Background: an optimization exercise with open tools, aiming at small area, a short achievable clock period and few clock cycles. Do not read the settings as production practice. Only simulation tests tie the RTL to the original design; equivalence was not proved. No activity file was given, so power comes from the tool's default toggle rates.

--- design/flow/run.sh ---
#!/bin/bash
# synth_recipe.tcl (not shown) runs the flow's synth.tcl, then flattens the netlist and writes it again
# the make line also repeats each setting of config.mk as NAME=value (left out here)
make -C /OpenROAD-flow-scripts/flow DESIGN_CONFIG=/design/flow/config.mk WORK_HOME=/design/flow/orfs CLKGATE_MAP_FILE= SYNTH_SCRIPT=/design/flow/synth_recipe.tcl finish
--- design/flow/config.mk ---
export PLATFORM = sky130hd
export DESIGN_NAME = counter_rtc
export DESIGN_NICKNAME = counter_rtc
export VERILOG_FILES = /design/flow/design.v
export SDC_FILE = /design/flow/constraint.sdc
export NUM_CORES = 4
export LEC_CHECK = 0
export CAP_MARGIN = 20
export CORE_MARGIN = 2
export CORE_UTILIZATION = 40
export SLEW_MARGIN = 20
--- design/flow/constraint.sdc ---
create_clock -name core_clock -period 12.0 [get_ports {clk}]
set_input_delay 2.4000 -clock core_clock [delete_from_list [all_inputs] [get_ports {clk}]]
set_output_delay 2.4000 -clock core_clock [all_outputs]
set_load 0.01 [all_outputs]
--- design/flow/design.v ---
module fpt_norm (
    input  wire [31:0] s_in,
    input  wire [31:0] f_in,
    output reg  [31:0] s_out,
    output reg  [31:0] f_out
);
    wire signed [31:0] s1 = $signed(s_in) + ($signed(f_in) >>> 15);
    wire        [31:0] f1 = f_in & 32'd32767;
    always @(*) begin
        if (s1 < 0 && f1 != 32'd0) begin
            s_out = s1 + 32'd1;
            f_out = f1 - 32'd32768;
        end else begin
            s_out = s1;
            f_out = f1;
        end
    end
endmodule
module fpt_align (
    input  wire [3:0]  freq_log2,
    input  wire [31:0] t_s,
    input  wire [31:0] t_f,
    output wire [31:0] ba_s,
    output wire [31:0] ba_f,
    output wire [7:0]  cv
);
    wire [4:0]  ovf_log2 = 5'd23 - {1'b0, freq_log2};
    wire [3:0]  fpt_log2 = 4'd15 - freq_log2;
    wire [46:0] v    = {t_s, t_f[14:0]};
    wire [46:0] mask = (47'd1 << ovf_log2) - 47'd1;
    wire [46:0] off  = v & mask;
    wire [46:0] bav  = v & ~mask;
    wire [46:0] tk   = off >> fpt_log2;
    assign ba_s = bav[46:15];
    assign ba_f = {17'd0, bav[14:0]};
    assign cv   = tk[7:0];
endmodule
module counter_rtc (
    input  wire        clk,
    input  wire        rst,
    input  wire        in_valid,
    output wire        in_ready,
    input  wire        in_tick,
    input  wire [31:0] in_w0,
    input  wire [31:0] in_w1,
    input  wire [31:0] in_w2,
    input  wire [31:0] in_w3,
    input  wire [31:0] in_w4,
    output reg         out_valid,
    output reg         out_event,
    output reg  [31:0] out_w0,
    output reg  [31:0] out_w1,
    output reg  [31:0] out_w2,
    output reg  [31:0] out_w3,
    output reg  [31:0] out_w4
);
    localparam [3:0] C_OK       = 4'd0;
    localparam [3:0] C_CONFIG   = 4'd1;
    localparam [3:0] C_INDEX    = 4'd2;
    localparam [3:0] C_NULLCB   = 4'd3;
    localparam [3:0] C_ILLEGAL  = 4'd4;
    localparam [3:0] C_NOTBEGUN = 4'd5;
    localparam [3:0] S_IDLE  = 4'd0;
    localparam [3:0] S_EXEC  = 4'd1;    
    localparam [3:0] S_RESP  = 4'd2;    
    localparam [3:0] S_TICK  = 4'd3;    
    localparam [3:0] S_CMP0  = 4'd4;    
    localparam [3:0] S_CMP1  = 4'd5;    
    localparam [3:0] S_OVF   = 4'd6;    
    localparam [3:0] S_OVF0  = 4'd7;    
    localparam [3:0] S_OVF1  = 4'd8;    
    reg [3:0] state;
    reg        req_tick;
    reg [31:0] req_w0, req_w1, req_w2, req_w3, req_w4;
    reg        begun;
    reg [3:0]  freq_log2;
    reg [31:0] ct_s, ct_f;
    reg [7:0]  cnt;
    reg [1:0][7:0] ocr;
    reg [1:0]      ie_cmp;
    reg f_ovf;
    reg [1:0] f_cmp;
    reg [1:0][31:0] a_tgt_s, a_tgt_f;
    reg [1:0][31:0] a_blk_s, a_blk_f;
    reg [1:0][7:0]  a_cmp;
    reg [1:0]       a_active;
    reg [1:0][31:0] a_cb, a_ctx;
    reg [31:0] resp_w0, resp_w1, resp_w2;
    assign in_ready = (state == S_IDLE);
    wire [7:0] op  = req_w0[7:0];
    wire [7:0] kf  = req_w0[15:8];
    wire       k   = kf[0];
    wire       k_ok = (kf < 8'd2);
    reg legal;
    always @(*) begin
        case (op)
            8'h01:                      legal = (req_w0[31:25] == 7'd0) && (kf == 8'd0);
            8'h02, 8'h03, 8'h04, 8'h0A: legal = (req_w0[31:8] == 24'd0);
            8'h05, 8'h06, 8'h07, 8'h08,
            8'h09:                      legal = (req_w0[31:16] == 16'd0);
            default:                    legal = 1'b0;
        endcase
    end
    wire       freq_ok = (req_w1 != 32'd0) && ((req_w1 & (req_w1 - 32'd1)) == 32'd0)
                         && (req_w1 <= 32'd32768);
    reg  [3:0] freq_n;
    integer i;
    always @(*) begin
        freq_n = 4'd0;
        for (i = 0; i < 16; i = i + 1)
            if (req_w1[i]) freq_n = i[3:0];
    end
    wire [3:0] fpt_log2 = 4'd15 - freq_log2;
    wire [31:0] t_s, t_f;
    fpt_norm u_norm_t (.s_in(req_w1), .f_in(req_w2), .s_out(t_s), .f_out(t_f));
    wire [31:0] bs_s, bs_f;
    wire [7:0]  cv;
    fpt_align u_align (.freq_log2(freq_log2), .t_s(t_s), .t_f(t_f),
                       .ba_s(bs_s), .ba_f(bs_f), .cv(cv));
    wire [31:0] cnt_frac = {24'd0, cnt} << fpt_log2;
    wire [31:0] now_s, now_f;
    fpt_norm u_norm_now (.s_in(ct_s), .f_in(ct_f + cnt_frac), .s_out(now_s), .f_out(now_f));
    wire [31:0] ovf_frac = 32'd1 << (5'd23 - {1'b0, freq_log2});
    wire [31:0] oi_s, oi_f;
    fpt_norm u_norm_oi (.s_in(32'd0), .f_in(ovf_frac), .s_out(oi_s), .f_out(oi_f));
    wire [31:0] ctn_s, ctn_f;
    fpt_norm u_norm_add (.s_in(ct_s + oi_s), .f_in(ct_f + oi_f), .s_out(ctn_s), .f_out(ctn_f));
    wire now_lt_t   = ($signed(now_s) < $signed(t_s)) ||
                      (now_s == t_s && $signed(now_f) < $signed(t_f));
    wire now_lt_tgt = ($signed(now_s) < $signed(a_tgt_s[k])) ||
                      (now_s == a_tgt_s[k] && $signed(now_f) < $signed(a_tgt_f[k]));
    wire bs_eq_ct   = (bs_s == ct_s) && (bs_f == ct_f);
    wire       oj       = (state == S_OVF1);
    wire       blk_eq   = (a_blk_s[oj] == ct_s) && (a_blk_f[oj] == ct_f);
    wire       blk_lt   = ($signed(a_blk_s[oj]) < $signed(ct_s)) ||
                          (a_blk_s[oj] == ct_s && $signed(a_blk_f[oj]) < $signed(ct_f));
    wire       cj       = (state == S_CMP1);
    always @(posedge clk) begin
        if (rst) begin
            state     <= S_IDLE;
            req_tick  <= 1'b0;
            req_w0    <= 32'd0;
            req_w1    <= 32'd0;
            req_w2    <= 32'd0;
            req_w3    <= 32'd0;
            req_w4    <= 32'd0;
            begun     <= 1'b0;
            freq_log2 <= 4'd0;
            ct_s      <= 32'd0;
            ct_f      <= 32'd0;
            cnt       <= 8'd0;
            ocr       <= '0;
            ie_cmp    <= 2'b00;
            f_ovf     <= 1'b0;
            f_cmp     <= 2'b00;
            a_tgt_s   <= '0;
            a_tgt_f   <= '0;
            a_blk_s   <= '0;
            a_blk_f   <= '0;
            a_cmp     <= '0;
            a_active  <= 2'b00;
            a_cb      <= '0;
            a_ctx     <= '0;
            resp_w0   <= 32'd0;
            resp_w1   <= 32'd0;
            resp_w2   <= 32'd0;
            out_valid <= 1'b0;
            out_event <= 1'b0;
            out_w0    <= 32'd0;
            out_w1    <= 32'd0;
            out_w2    <= 32'd0;
            out_w3    <= 32'd0;
            out_w4    <= 32'd0;
        end else begin
            out_valid <= 1'b0;
            case (state)
            S_IDLE: begin
                if (in_valid) begin
                    req_tick <= in_tick;
                    req_w0   <= in_w0;
                    req_w1   <= in_w1;
                    req_w2   <= in_w2;
                    req_w3   <= in_w3;
                    req_w4   <= in_w4;
                    state    <= in_tick ? S_TICK : S_EXEC;
                end
            end
            S_EXEC: begin
                state <= S_IDLE;
                if (!legal || op == 8'h0A) begin
    begin 
        out_valid <= 1'b1; 
        out_event <= 1'b0; 
        out_w0    <= {24'd0, (C_ILLEGAL), 2'b00, (1'b0), (1'b0)}; 
        out_w1    <= (32'd0); 
        out_w2    <= (32'd0); 
        out_w3    <= (32'd0); 
        out_w4    <= (32'd0); 
    end
                end else if (op == 8'h01) begin
                    if (!freq_ok) begin
    begin 
        out_valid <= 1'b1; 
        out_event <= 1'b0; 
        out_w0    <= {24'd0, (C_CONFIG), 2'b00, (1'b0), (1'b0)}; 
        out_w1    <= (32'd0); 
        out_w2    <= (32'd0); 
        out_w3    <= (32'd0); 
        out_w4    <= (32'd0); 
    end
                    end else begin
                        freq_log2 <= freq_n;
                        ct_s      <= 32'd0;
                        ct_f      <= 32'd0;
                        cnt       <= 8'd0;
    begin 
        ie_cmp[1'b0]   <= 1'b0; 
        a_active[1'b0] <= 1'b0; 
        a_tgt_s[1'b0]  <= 32'd0; 
        a_tgt_f[1'b0]  <= 32'd0; 
        a_blk_s[1'b0]  <= 32'd0; 
        a_blk_f[1'b0]  <= 32'd0; 
        a_cmp[1'b0]    <= 8'd0; 
        a_cb[1'b0]     <= 32'd0; 
        a_ctx[1'b0]    <= 32'd0; 
    end
    begin 
        ie_cmp[1'b1]   <= 1'b0; 
        a_active[1'b1] <= 1'b0; 
        a_tgt_s[1'b1]  <= 32'd0; 
        a_tgt_f[1'b1]  <= 32'd0; 
        a_blk_s[1'b1]  <= 32'd0; 
        a_blk_f[1'b1]  <= 32'd0; 
        a_cmp[1'b1]    <= 8'd0; 
        a_cb[1'b1]     <= 32'd0; 
        a_ctx[1'b1]    <= 32'd0; 
    end
                        begun     <= 1'b1;
    begin 
        out_valid <= 1'b1; 
        out_event <= 1'b0; 
        out_w0    <= {24'd0, (C_OK), 2'b00, (1'b0), (1'b1)}; 
        out_w1    <= (32'd0); 
        out_w2    <= (32'd0); 
        out_w3    <= (32'd0); 
        out_w4    <= (32'd0); 
    end
                    end
                end else if (!begun) begin
    begin 
        out_valid <= 1'b1; 
        out_event <= 1'b0; 
        out_w0    <= {24'd0, (C_NOTBEGUN), 2'b00, (1'b0), (1'b0)}; 
        out_w1    <= (32'd0); 
        out_w2    <= (32'd0); 
        out_w3    <= (32'd0); 
        out_w4    <= (32'd0); 
    end
                end else begin
                    case (op)
                    8'h02:  
    begin 
        out_valid <= 1'b1; 
        out_event <= 1'b0; 
        out_w0    <= {24'd0, (C_OK), 2'b00, (1'b0), (1'b1)}; 
        out_w1    <= (now_s); 
        out_w2    <= (now_f); 
        out_w3    <= (32'd0); 
        out_w4    <= (32'd0); 
    end
                    8'h03, 8'h04: begin  
                        ct_s <= bs_s;
                        ct_f <= bs_f;
                        cnt  <= cv;
                        if (op == 8'h04)
    begin 
        out_valid <= 1'b1; 
        out_event <= 1'b0; 
        out_w0    <= {24'd0, (C_OK), 2'b00, (1'b0), (1'b1)}; 
        out_w1    <= (now_s); 
        out_w2    <= (now_f); 
        out_w3    <= (32'd0); 
        out_w4    <= (32'd0); 
    end
                        else
    begin 
        out_valid <= 1'b1; 
        out_event <= 1'b0; 
        out_w0    <= {24'd0, (C_OK), 2'b00, (1'b0), (1'b1)}; 
        out_w1    <= (32'd0); 
        out_w2    <= (32'd0); 
        out_w3    <= (32'd0); 
        out_w4    <= (32'd0); 
    end
                    end
                    default: begin  
                        if (!k_ok) begin
    begin 
        out_valid <= 1'b1; 
        out_event <= 1'b0; 
        out_w0    <= {24'd0, (C_INDEX), 2'b00, (1'b0), (1'b0)}; 
        out_w1    <= (32'd0); 
        out_w2    <= (32'd0); 
        out_w3    <= (32'd0); 
        out_w4    <= (32'd0); 
    end
                        end else begin
                            case (op)
                            8'h05:  
    begin 
        out_valid <= 1'b1; 
        out_event <= 1'b0; 
        out_w0    <= {24'd0, (C_OK), 2'b00, (1'b0), (a_active[k])}; 
        out_w1    <= (32'd0); 
        out_w2    <= (32'd0); 
        out_w3    <= (32'd0); 
        out_w4    <= (32'd0); 
    end
                            8'h06:  
    begin 
        out_valid <= 1'b1; 
        out_event <= 1'b0; 
        out_w0    <= {24'd0, (C_OK), 2'b00, (1'b0), (a_active[k] && !now_lt_tgt)}; 
        out_w1    <= (32'd0); 
        out_w2    <= (32'd0); 
        out_w3    <= (32'd0); 
        out_w4    <= (32'd0); 
    end
                            8'h07:  
    begin 
        out_valid <= 1'b1; 
        out_event <= 1'b0; 
        out_w0    <= {24'd0, (C_OK), 2'b00, (a_active[k]), (1'b1)}; 
        out_w1    <= (a_tgt_s[k]); 
        out_w2    <= (a_tgt_f[k]); 
        out_w3    <= (a_cb[k]); 
        out_w4    <= (a_ctx[k]); 
    end
                            8'h09: begin  
    begin 
        ie_cmp[k]   <= 1'b0; 
        a_active[k] <= 1'b0; 
        a_tgt_s[k]  <= 32'd0; 
        a_tgt_f[k]  <= 32'd0; 
        a_blk_s[k]  <= 32'd0; 
        a_blk_f[k]  <= 32'd0; 
        a_cmp[k]    <= 8'd0; 
        a_cb[k]     <= 32'd0; 
        a_ctx[k]    <= 32'd0; 
    end
    begin 
        out_valid <= 1'b1; 
        out_event <= 1'b0; 
        out_w0    <= {24'd0, (C_OK), 2'b00, (1'b0), (1'b1)}; 
        out_w1    <= (32'd0); 
        out_w2    <= (32'd0); 
        out_w3    <= (32'd0); 
        out_w4    <= (32'd0); 
    end
                            end
                            default: begin  
                                if (req_w3 == 32'd0) begin
    begin 
        ie_cmp[k]   <= 1'b0; 
        a_active[k] <= 1'b0; 
        a_tgt_s[k]  <= 32'd0; 
        a_tgt_f[k]  <= 32'd0; 
        a_blk_s[k]  <= 32'd0; 
        a_blk_f[k]  <= 32'd0; 
        a_cmp[k]    <= 8'd0; 
        a_cb[k]     <= 32'd0; 
        a_ctx[k]    <= 32'd0; 
    end
    begin 
        out_valid <= 1'b1; 
        out_event <= 1'b0; 
        out_w0    <= {24'd0, (C_NULLCB), 2'b00, (1'b0), (1'b0)}; 
        out_w1    <= (32'd0); 
        out_w2    <= (32'd0); 
        out_w3    <= (32'd0); 
        out_w4    <= (32'd0); 
    end
                                end else begin
                                    a_tgt_s[k]  <= t_s;
                                    a_tgt_f[k]  <= t_f;
                                    a_blk_s[k]  <= bs_s;
                                    a_blk_f[k]  <= bs_f;
                                    a_cmp[k]    <= cv;
                                    a_cb[k]     <= req_w3;
                                    a_ctx[k]    <= req_w4;
                                    if (bs_eq_ct && cv > cnt) begin
                                        a_active[k] <= 1'b1;
                                        ocr[k]      <= cv;
                                        ie_cmp[k]   <= 1'b1;
    begin 
        out_valid <= 1'b1; 
        out_event <= 1'b0; 
        out_w0    <= {24'd0, (C_OK), 2'b00, (1'b0), (1'b1)}; 
        out_w1    <= (32'd0); 
        out_w2    <= (32'd0); 
        out_w3    <= (32'd0); 
        out_w4    <= (32'd0); 
    end
                                    end else if (now_lt_t) begin
                                        a_active[k] <= 1'b1;
    begin 
        out_valid <= 1'b1; 
        out_event <= 1'b0; 
        out_w0    <= {24'd0, (C_OK), 2'b00, (1'b0), (1'b1)}; 
        out_w1    <= (32'd0); 
        out_w2    <= (32'd0); 
        out_w3    <= (32'd0); 
        out_w4    <= (32'd0); 
    end
                                    end else begin
                                        a_active[k] <= 1'b0;
                                        ie_cmp[k]   <= 1'b0;
    begin 
        out_valid <= 1'b1; 
        out_event <= 1'b1; 
        out_w0    <= {23'd0, (1'b1), 7'd0, (k)}; 
        out_w1    <= (req_w3); 
        out_w2    <= (req_w4); 
        out_w3    <= 32'd0; 
        out_w4    <= 32'd0; 
    end
                                        resp_w0 <= {24'd0, C_OK, 2'b00, 1'b0, 1'b1};
                                        resp_w1 <= 32'd0;
                                        resp_w2 <= 32'd0;
                                        state   <= S_RESP;
                                    end
                                end
                            end
                            endcase
                        end
                    end
                    endcase
                end
            end
            S_RESP: begin
    begin 
        out_valid <= 1'b1; 
        out_event <= 1'b0; 
        out_w0    <= {24'd0, (resp_w0[7:4]), 2'b00, (resp_w0[1]), (resp_w0[0])}; 
        out_w1    <= (resp_w1); 
        out_w2    <= (resp_w2); 
        out_w3    <= (32'd0); 
        out_w4    <= (32'd0); 
    end
                state <= S_IDLE;
            end
            S_TICK: begin
                if (!begun) begin
                    state <= S_IDLE;
                end else begin
                    cnt      <= cnt + 8'd1;
                    f_ovf    <= (cnt == 8'd255);
                    f_cmp[0] <= (cnt + 8'd1 == ocr[0]);
                    f_cmp[1] <= (cnt + 8'd1 == ocr[1]);
                    state    <= S_CMP0;
                end
            end
            S_CMP0, S_CMP1: begin
                if (f_cmp[cj] && ie_cmp[cj]) begin
                    ie_cmp[cj] <= 1'b0;
                    if (a_active[cj]) begin
                        a_active[cj] <= 1'b0;
    begin 
        out_valid <= 1'b1; 
        out_event <= 1'b1; 
        out_w0    <= {23'd0, (1'b0), 7'd0, (cj)}; 
        out_w1    <= (a_cb[cj]); 
        out_w2    <= (a_ctx[cj]); 
        out_w3    <= 32'd0; 
        out_w4    <= 32'd0; 
    end
                    end
                end
                if (state == S_CMP0)
                    state <= S_CMP1;
                else
                    state <= f_ovf ? S_OVF : S_IDLE;
            end
            S_OVF: begin
                ct_s  <= ctn_s;
                ct_f  <= ctn_f;
                state <= S_OVF0;
            end
            S_OVF0, S_OVF1: begin
                if (blk_eq && a_cmp[oj] != 8'd0) begin
                    if (a_active[oj]) begin
                        ocr[oj]    <= a_cmp[oj];
                        ie_cmp[oj] <= 1'b1;
                    end
                end else if (blk_eq) begin
                    ie_cmp[oj] <= 1'b0;
                    if (a_active[oj]) begin
                        a_active[oj] <= 1'b0;
    begin 
        out_valid <= 1'b1; 
        out_event <= 1'b1; 
        out_w0    <= {23'd0, (1'b0), 7'd0, (oj)}; 
        out_w1    <= (a_cb[oj]); 
        out_w2    <= (a_ctx[oj]); 
        out_w3    <= 32'd0; 
        out_w4    <= 32'd0; 
    end
                    end
                end else if (a_active[oj] && blk_lt) begin
                    ie_cmp[oj]   <= 1'b0;
                    a_active[oj] <= 1'b0;
    begin 
        out_valid <= 1'b1; 
        out_event <= 1'b1; 
        out_w0    <= {23'd0, (1'b1), 7'd0, (oj)}; 
        out_w1    <= (a_cb[oj]); 
        out_w2    <= (a_ctx[oj]); 
        out_w3    <= 32'd0; 
        out_w4    <= 32'd0; 
    end
                end
                state <= (state == S_OVF0) ? S_OVF1 : S_IDLE;
            end
            default: state <= S_IDLE;
            endcase
        end
    end
endmodule
==> key figures <==
STA
  – Final hold violations: 0
  – RSZ-0062 raised after global routing: false
  – Final setup TNS: 0 ps
  – Max-slew headroom: 0.136
  – Post-route worst setup slack: 1050 ps
  – Final slew viol count: 0
  – Final Setup Violations: 0
  – Achievable Freq: between 0.09 and 0.1 GHz
  – Fin crit period: about 11000 ps
  – Setup Skew: around 38 ps
  – Period utilization: 0.913
  – Worst-Margin Slew: around 1300 ps

Worst setup path
  – Crit path DAT: around 12000 ps
  – CP Capture Type: flop
  – Most frequent cell on the critical path: a21oi_1
  – Critical Path Source: freq_log2[0]
  – Worst setup SP type: flop
  – CP Capture Point: out_w2[27]
  – Kind of critical path: reg -> reg
  – Crit path max fanout: 69
  – Highest-delay cell along the critical path: dfxtp_2
  – Reg2Reg Capture Point: out_w2[27]
  – Worst path depth: between 50 and 60
  – Reg2Reg Launch Point: freq_log2[0]
  – Crit path buf inv count: 5
  – CP required: ~13000 ps
  – Max stage delay on crit path: 590 ps
  – Worst reg2reg setup slack: between 1000 and 1500 ps
  – CP delay by family, top: compound AO/OA/AOI/OAI gates
  – FF-to-FF path depth: roughly 50

Synth
  – Area contributors post-synth: dfxtp_1 31%, ha_1 7.6%, a21oi_1 6.4%, nor2_1 5.8%, nand2_1 5.5%
  – Yosys top cell area share: 0.311
  – Yosys warning count: 2
  – Mapped cell area: between 50000 and 60000 µm²
  – Synthesized area per cell: around 8 µm²
  – Post-synthesis sequential area ratio: 0.311
  – Flops & latches, synth: 785
  – Cell variety after synth: approximately 110
  – Most numerous cell in the Yosys netlist: dfxtp_1
  – Commonest cells in the netlist: 785 x dfxtp_1, 778 x nor2_1, 742 x nand2_1
  – Synthesized instance count: 6438
  – Synth area leader: dfxtp_1
  – Post-synth ARST share: 0
  – Ys flop type: dfxtp_1
  – Post-synth EDFFs: 0

Clock tree
  – Hold-fix buffers, CTS: 0
  – Num CTS Buffers: 90
  – Clock Pin Slew Worst Setup and Hold Paths: about 60 ps
  – CTS tree: built
  – Worst-Skew Late Latency: just over 700 ps
  – Clock Sinks: between 700 and 800
  – CTS root buf: clkbuf_16
  – Clock buffer depth: 3
  – Htree depth: 3

Detailed routing
  – Total routed wirelength: between 150000 and 200000 µm
  – Initial DRT Pass Iterations: 6
  – Antenna-violating nets left: 0
  – Initial DRC count: about 5000
  – DR vias/cell: roughly 6
  – DRC: 0
  – Routed vias: approximately 50000
  – Drt wl/cell: between 20 and 25 µm

Power
  – Pwr Total: 6.97 mW
  – Clk network pwr share: 0.419
  – P_leak: 22.3 nW
  – P_sw: around 2.1 mW
  – Flop pwr share: 0.398
  – Comb power frac: 0.183
  – Worst vdd ir: approximately 0.00010 V
  – Sw Ratio: 0.306
  – Power per cell area: ~120 nW/µm²
  – Cell Int Power: 4.83 mW

Placement
  – Hpwl dp: between 100000 and 150000 µm
  – IO buf count: 300
  – Worst slack at placement: approximately 660 ps
  – Placer congestion estimate: roughly 1.0

Run
  – Max-Cap Viols: 0

Global route
  – Tot GR Track Use: 0.295
  – Initial antenna violation count: 7
  – Largest net degree at the start of global routing: around 200
  – First-pass GRT wire length: between 200000 and 300000 µm
  – Vias in the first global route: about 46000
  – GR Overflow Total: 0

Floorplan
  – Die ar.: ~130000 µm²
  – Initial Util: 0.402
  – Horiz. Die Dim: 359 µm
  – Core Area: between 100000 and 150000 µm²
  – IO Pins: around 330
  – DIE HEIGHT: about 360 µm
  – Row count: 130

Final layout
  – Final Net Count: 7048
  – Layout cells sized above 1: 0.0675
  – Area Growth Syn to Fin: 15.1%

Status
  – Outcome: complete, no violations

Worst hold path
  – Type of the most critical hold path: reg -> reg
==> routing by layer <==
metal / vias to the layer above / GRT usage / routed length, µm
li1: 23400 / - / -
met1: 24000 / 0.398 / 85700
met2: 2103 / 0.459 / 87500
met3: 397 / 0.0569 / 16300
met4: 6 / 0.125 / 9120
met5: - / 0 / 31
==> repair_timing <==
| action | CTS | global route |
|---|---|---|
| buffers inserted | 0 | 2 |
| gates resized for setup | 0 | 7 |
| endpoints found under the setup margin | 0 | 73 |
==> worst min-delay path: stages (launching register included) <==
cell and delay, ps:
dfxtp_1 300, nand2_1 50, a21oi_1 50
==> sequential cells by signal, summed over array words and instances (netlist names), 64 cells and up, named ones only <==
name and count:
a_cb 64, a_tgt_f 64, a_blk_f 64, a_tgt_s 64, a_blk_s 64, a_ctx 64
==> through the flow <==
stage          cells  instance area [µm²]  hold slack [ps]   util
4_1_cts         8254                58000              452  0.462
2_1_floorplan   6497                50700              431      -
6_report        8259                58100              451  0.463
3_3_place_gp    8095                54900              439  0.437
5_1_grt         8258                58100              472  0.463
3_5_place_dp    8097                54900              444  0.438
==> power by group through the flow <==
stage / clock, mW / combinational, mW / sequential, mW
6_report: 2.92 / 1.28 / 2.77
5_1_grt: 3.06 / 1.36 / 2.78
4_1_cts: 2.95 / 1.25 / 2.77
3_5_place_dp: 0 / 1.24 / 2.83
3_3_place_gp: 0 / 1.24 / 2.83
2_1_floorplan: 0 / 0.766 / 2.78
==> worst min-delay path by stage <==
stage	start	to	slack, ps	cells past startpoint
2_1_floorplan	req_w0[30]	req_w0[30]	430	2
3_3_place_gp	a_blk_s[57]	a_blk_s[57]	440	2
3_5_place_dp	req_w0[29]	req_w0[29]	440	2
4_1_cts	req_w0[29]	req_w0[29]	450	2
5_1_grt	req_w0[31]	req_w0[31]	470	2
6_report	a_blk_s[24]	a_blk_s[24]	450	2
==> cells by family (layout without fill, tap and decap cells) <==
group / after synthesis / in the layout / share of synthesized area
compound gates: 1812 / 1812 / 0.236
buf+inv: 627 / 737 / 0.0496
simple gates: 2369 / 2369 / 0.215
other cells: 2 / 63 / 0.000149
fa+ha+maj: 348 / 348 / 0.0915
flops: 785 / 785 / 0.311
xor+xnor: 258 / 258 / 0.0466
mux: 237 / 237 / 0.0492
==> layout make-up <==
cell class | instances | area, µm²
fill | 12600 | 67400
multi-input combinational | 5085 | 32700
sequential | 785 | 15700
timing repair buffer | 403 | 3870
clock buffer | 121 | 2500
tap | 1650 | 2060
inverter | 177 | 668
clock inverter | 36 | 577
antenna | 2 | 5.00
==> cells in the final DEF (no fill, tap or decap), drive strengths merged, types with 121 or more instances in the layout <==
cell type,instances
a22oi,257
nor2,778
dfxtp,785
and3,150
nand2,743
ha,305
a21oi,645
mux2i,159
nor3,173
o21ai,217
nand3,127
xnor2,186
inv,181
clkdlybuf4s50,299
clkbuf,121
Testbench counts, summed over its fixed seeds: cycles 55,560.

## port drivers added, routing unchanged
How much do the figures lean on ideal ports? The routed layout below was timed once more, with nothing changed but the port constraints.
Step 1: set_driving_cell puts a clkbuf_16 on clk and a buf_2 on each other input, an assumption about the parent block.
Step 2 moves the port delays by t, midway between the first and last clock arrival at a register: inputs arrive t later, outputs are due t later. That takes back most of the time a late clock gives input paths.
Three values: no drivers, after step 1, after step 2; two values: the first two.
t (ns): 0.784
setup slack, ns: 1.045 / 1.045 / 1.045
worst hold slack (ns): 0.451 / 0.451 / 0.451
latest minus earliest clock arrival (ns): 0.038 / 0.038
worst slew at a driven data input, ns: 0.14
After both steps setup and hold are still met in this run. For this run, drivers alone change the setup slack by 0.000 ns; drivers and shift together by 0.000 ns.
